Background: an optimization exercise with open tools, aiming at small area, a short achievable clock period and few clock cycles per item. Do not read the settings as production practice.
Where RTL was checked, it was by simulation tests only, not by an equivalence proof against the original.

P:
// fft_butterfly
module fft_butterfly (
    input  wire        clk,
    input  wire        rst,
    input  wire        in_valid,
    output wire        in_ready,
    input  wire [31:0] ur,
    input  wire [31:0] ui,
    input  wire [31:0] vr,
    input  wire [31:0] vi,
    input  wire [31:0] wr,
    input  wire [31:0] wi,
    output reg         out_valid,
    output reg  [31:0] our,
    output reg  [31:0] oui,
    output reg  [31:0] ovr,
    output reg  [31:0] ovi
);
==> flow/config.mk <==
export PLATFORM = sky130hd
export DESIGN_NAME = fft_butterfly
export DESIGN_NICKNAME = fft_butterfly
export VERILOG_FILES = /design/flow/design.v
export SDC_FILE = /design/flow/constraint.sdc
export NUM_CORES = 8
export LEC_CHECK = 0
export CAP_MARGIN = 20
export CORE_MARGIN = 2
export CORE_UTILIZATION = 55
export SETUP_SLACK_MARGIN = 0.5
export SLEW_MARGIN = 20
==> flow/constraint.sdc <==
create_clock -name core_clock -period 20.0 [get_ports {clk}]
set_input_delay 4.0000 -clock core_clock [delete_from_list [all_inputs] [get_ports {clk}]]
set_output_delay 4.0000 -clock core_clock [all_outputs]
set_load 0.01 [all_outputs]
standard.sh (not shown) runs the stock make flow with config.mk's settings and CLKGATE_MAP_FILE= SYNTH_SCRIPT=/design/flow/synth_recipe.tcl, a recipe that flattens the netlist after the stock synthesis.
==> flow/flow/run.sh <==
#!/bin/bash
# The standard layout, with every port buffered by a buf_4 instead of the
# flow's default port buffer (a delay cell), and the flip-flops that drive the
# output ports given drive 4 after placement (flow/upsize_io.tcl).  The make
# run's full output goes to flow_make.log in the folder this runs in.
set -euo pipefail
export BUFFER_PORTS_ARGS="-buffer_cell sky130_fd_sc_hd__buf_4"
export POST_RESIZE_TCL="$PWD/flow/upsize_io.tcl"
bash standard.sh > flow_make.log 2>&1
==> flow/flow/upsize_io.tcl <==
# Give the flip-flops that drive output ports (through their port buffer)
# a stronger drive.
set n 0
set block [ord::get_db_block]
foreach bt [$block getBTerms] {
  if {[$bt getIoType] ne "OUTPUT"} { continue }
  set net [$bt getNet]
  if {$net eq "NULL"} { continue }
  foreach it [$net getITerms] {
    if {![$it isOutputSignal]} { continue }
    set buf [$it getInst]
    if {![string match "*buf*" [[$buf getMaster] getName]]} { continue }
    foreach bi [$buf getITerms] {
      if {![$bi isInputSignal]} { continue }
      set n2 [$bi getNet]
      if {$n2 eq "NULL"} { continue }
      foreach d [$n2 getITerms] {
        if {![$d isOutputSignal]} { continue }
        set ff [$d getInst]
        if {[[$ff getMaster] getName] eq "sky130_fd_sc_hd__dfxtp_1"} {
          replace_cell [$ff getName] sky130_fd_sc_hd__dfxtp_4
          incr n
        }
      }
    }
  }
}
puts "upsize_io: resized $n output flip-flops"
P ended with every stage complete and zero timing, DRC or antenna violations.
The inputs of Q differ from those of P as listed below.
==> flow/flow/run.sh <==
#!/bin/bash
# The standard layout, with every port buffered by a buf_4 instead of the
# flow's default port buffer (a delay cell).  The make run's full output goes
# to flow_make.log in the folder this runs in.
set -euo pipefail
export BUFFER_PORTS_ARGS="-buffer_cell sky130_fd_sc_hd__buf_4"
bash standard.sh > flow_make.log 2>&1
removed: flow/flow/upsize_io.tcl
--- outcome ---
Q ends up with a total number of cells along the worst setup path that is 2 higher than in P.
Taking P as the reference, in Q number of nets in the layout now sits at about the same level, end-of-flow core utilization shrank by 0.17 points.
Q: flow completed, timing, DRC and antenna clean
Q — total area of sequential cells about 1.1% lower, P as reference
No run of this note included a check of the RTL's function; only the layout flow was run.

========
fft_butterfly, a different RTL version from the one above (not shown whole).
For scale: roughly 2000 flip-flops.
export LEC_CHECK = 0
export CAP_MARGIN = 0
export CORE_MARGIN = 2
export CORE_UTILIZATION = 55
export SETUP_SLACK_MARGIN = 0.5
export SLEW_MARGIN = 0
create_clock -name core_clock -period 20.0 [get_ports {clk}]
==> flow/flow/run.sh <==
#!/bin/bash
# The standard layout, with every port buffered by a buf_4 instead of the
# flow's default port buffer (a delay cell).  The make run's full output goes
# to flow_make.log in the folder this runs in.
set -euo pipefail
export BUFFER_PORTS_ARGS="-buffer_cell sky130_fd_sc_hd__buf_4"
bash standard.sh > flow_make.log 2>&1
The first run went through all stages and came out clean.
Testbench counts at the start, summed over its fixed seeds: cycles 32,080, items 32,000.
Edit:
CAP_MARGIN = 20   (was 0)
SLEW_MARGIN = 20   (was 0)
- The changed run produced a clean layout
- maximum frequency increases by 0.77%
- critical path depth is unchanged
- core utilization barely changes
- clock skew grows by 0.013 ns
- via count barely changes

[separate check: timing with driven ports]
How much do the figures lean on ideal ports? The routed layouts below were timed once more, with nothing changed but the port constraints.
Step 1 assumes that a clkbuf_16 drives the clock port and a buf_2 every other input.
Step 2 adds t to the input delays and takes it off the output delays; t is the mean of the earliest and latest rising clock arrival at the registers after step 1. Input paths then give back, and output paths get back, about the clock's delay inside the block.
Three values: ideal ports, drivers, drivers and shift; two values: the first two.
| run | t (ns) | setup slack, ns | cell pins on the clock port's net |
|---|---|---|---|
| P | 1.019 | 14.346 / 14.346 / 13.920 | 1 |
| Q | 1.009 | 14.314 / 14.314 / 14.012 | 1 |
| the first run of note 2 | 1.012 | 14.334 / 14.223 / 14.188 | 1 |
| the second run of note 2 | 1.000 | 14.378 / 14.263 / 14.161 | 1 |
After both steps setup and hold are still met in every run listed. For P, which loses most, drivers alone change the setup slack by 0.000 ns; drivers and shift together by -0.426 ns.
